Context: an optimization exercise on an open-source flow, tuned for a short achievable clock period and few clock cycles. The choices shown serve that exercise and are no tape-out recipe.
In this exercise RTL edits were held to simulation tests only and were not proved equivalent to the original.
The flow treats the clock pin as an ideal source, which a real chip does not have.
Power is estimated from default activity; no workload was simulated.

## fjord
Design pxd_engine, start of the top module:
module pxd_engine (
    input  wire        clk,
    input  wire        rst,
    input  wire        start,
    input  wire [71:0] cft,         
    input  wire [15:0] plen,        
    output wire        idle,
    output reg         done,
    output reg  [1:0]  err,         
    output reg  [16:0] out_len,
    input  wire        in_valid,
    input  wire [7:0]  in_data,
    output reg         in_ready,
    output reg         mem_we,
    output reg  [15:0] mem_waddr,
    output reg  [7:0]  mem_wdata,
    output reg         mem_re,
    output wire [15:0] mem_raddr,
    input  wire [7:0]  mem_rdata
);
    localparam E_OK    = 2'd0;
    localparam E_UNDER = 2'd1;
    localparam E_TRUNC = 2'd2;
    localparam E_RANGE = 2'd3;
    localparam K_LIT = 2'd0;    
    localparam K_MEM = 2'd1;    
    localparam K_H0  = 2'd2;    
    localparam K_H1  = 2'd3;    
    localparam P_CMD = 2'd0;
    localparam P_OP  = 2'd1;
    localparam P_SQ2 = 2'd2;
    localparam QD = 12;         
    reg        idle_r;          
    reg        run;             
    reg        nrdy;            
    assign idle = idle_r;
    reg [71:0] cft_r;
    reg [15:0] coh [0:8];       
    reg [8:0]  lut [0:15];      
    integer v, i;
    reg       f_hit;
    reg [3:0] f_idx;
    always @(posedge clk) begin
        if (!run)
            cft_r <= cft;
        for (i = 0; i < 9; i = i + 1)
            coh[i] <= (cft_r[8*i+4 +: 4] == 4'd0) ? (16'd1 << cft_r[8*i +: 4]) : 16'd0;
        for (v = 0; v < 16; v = v + 1) begin
            f_hit = 1'b0;
            f_idx = 4'd0;
            for (i = 8; i >= 0; i = i - 1)
                if (coh[i][v]) begin
                    f_hit = 1'b1;
                    f_idx = i[3:0];
                end
            lut[v][8] <= f_hit;
            lut[v][7] <= f_hit && (f_idx == 4'd1 || f_idx == 4'd6);
            lut[v][6] <= f_hit && (f_idx == 4'd2 || f_idx == 4'd5);
            lut[v][5] <= f_hit && (f_idx == 4'd1 || f_idx == 4'd7);
            lut[v][4] <= f_hit && (f_idx == 4'd3 || f_idx == 4'd5);
            lut[v][3] <= f_hit && (f_idx == 4'd1 || f_idx == 4'd8);
            lut[v][2] <= f_hit && (f_idx == 4'd4 || f_idx == 4'd5);
            lut[v][1] <= f_hit && (f_idx == 4'd1 || f_idx >= 4'd6);
            lut[v][0] <= f_hit && (f_idx >= 4'd2 && f_idx <= 4'd5);
        end
    end
  ...
For scale: roughly 3,300 cells after synthesis, about 940 flip-flops, about 0.033 mm^2 of cells after synthesis.
clock: 7.0 ns
lec_check: 0
abc_clock_period_in_ps: 2000
cap_margin: 20
core_margin: 2
core_utilization: 55
cts_cluster_diameter: 120
cts_cluster_size: 30
setup_slack_margin: 5
slew_margin: 20
standard.sh (not shown) runs the stock make flow with config.mk's settings and CLKGATE_MAP_FILE= SYNTH_SCRIPT=/design/flow/synth_recipe.tcl, a recipe that flattens the netlist after the stock synthesis.
==> flow/flow/run.sh <==
#!/bin/bash
set -e
export POST_CTS_TCL="$(pwd)/flow/rmroot.tcl"
bash standard.sh > standard.log 2>&1
==> flow/flow/rmroot.tcl <==
set rr_block [ord::get_db_block]
set rr_clknet [[$rr_block findBTerm clk] getNet]
set rr_its [$rr_clknet getITerms]
puts "rmroot: clock net [$rr_clknet getName] feeds [llength $rr_its] cell pins"
if {[llength $rr_its] == 1} {
  set rr_root [[lindex $rr_its 0] getInst]
  set rr_master [[$rr_root getMaster] getName]
  set rr_onet [[$rr_root findITerm X] getNet]
  set rr_loads {}
  foreach rr_it [$rr_onet getITerms] {
    if {[$rr_it getInst] != $rr_root} { lappend rr_loads $rr_it }
  }
  puts "rmroot: root [$rr_root getName] ($rr_master) drives [llength $rr_loads] pins"
  if {[string match "sky130_fd_sc_hd__clkbuf_*" $rr_master] && [llength $rr_loads] <= 4 && [llength [$rr_onet getBTerms]] == 0} {
    foreach rr_it $rr_loads {
      $rr_it disconnect
      $rr_it connect $rr_clknet
    }
    [$rr_root findITerm A] disconnect
    odb::dbInst_destroy $rr_root
    odb::dbNet_destroy $rr_onet
    puts "rmroot: root buffer removed; the clock port now feeds [llength [$rr_clknet getITerms]] pins"
  } else {
    puts "rmroot: root buffer kept"
  }
}
estimate_parasitics -placement
report_clock_latency
Testbench counts of fjord, summed over its fixed seeds: cycles 151,315.
For nickel, these inputs were changed with respect to fjord:
Settings: CTS_CLUSTER_DIAMETER now 60, was 120.
NOTE total power after layout fjord->nickel increased by a little under 10%. Any difference in power dissipated in combinational cells between nickel and fjord is small enough to ignore. Compared with fjord, nickel shows number of buffers outside the clock class in the layout that has gone down by a few percent. Between nickel and fjord, it is nickel whose global-route usage is higher, by 0.16 points. First-pass GRT wire length: higher on nickel. [compare] base=fjord new=nickel: overall routed net length held steady, cell area after technology mapping held steady. nickel vs fjord, instance count: nickel higher. [compare] base=fjord new=nickel: final worst slack down 0.036 ns, portion of the clock cycle consumed by the worst path in the final layout has increased.
The following lists how tundra was set up differently from nickel:
Settings: swapping 55 for 65 in CORE_UTILIZATION; swapping 60 for 100 in CTS_CLUSTER_DIAMETER.
Notes after the runs:
Status: register-to-register slack parity (tundra, nickel). tundra ends up with a number of rows created at floorplan that is about 9% lower than in nickel. tundra vs. nickel: number of standard cells in the final layout excluding fillers lost about 3%, starting density of the core picked up an extra 11 points, part of the cycle the worst path needs lost 0.39 points.
> inputs changed (tundra -> quartz)
Settings: CORE_UTILIZATION: 65 -> 55.
==> comparison <==
- quartz against tundra: clock-buffer cell count +1; die area +about 18%; wire length of the first global-routing pass +about 0.4%; final cell count +108; worst setup skew after layout -0.0062 ns.
- quartz finished every stage and its layout cleared the timing, DRC and antenna checks.
- [compare] base=tundra new=quartz: final worst slack has increased, routed wire length level, fraction of met3 tracks used by global routing dropped 1.1 points.
- Per the comparison of quartz with tundra, multi-input gate area in the final layout comparable; total power now larger; clock edge transition at the registers on the reported setup and hold paths comparable.

afterwards: timing with drivers on the ports:
No port has a modelled driver above. Below, the same layouts with a new extraction and two added sets of constraints.
Step 1: set_driving_cell puts a clkbuf_16 on clk and a buf_2 on each other input, an assumption about the parent block.
Step 2 also shifts input and output timing later by t, the mid clock arrival at the registers, as if the neighbouring blocks saw the same clock.
Three values: ideal, step 1, step 2; two values: the first two.
run | t, ns | slack for setup (ns) | worst slew at a driven data input, ns
fjord | 0.516 | 4.734 / 4.610 / 4.446 | 0.07
nickel | 0.555 | 4.698 / 4.569 / 4.417 | 0.07
tundra | 0.516 | 4.725 / 4.601 / 4.372 | 0.09
quartz | 0.524 | 4.737 / 4.612 / 4.435 | 0.07
After both steps setup and hold are still met in every run listed. The setup slack of tundra, which loses most, moves by -0.124 ns with the drivers and by -0.353 ns with both steps.
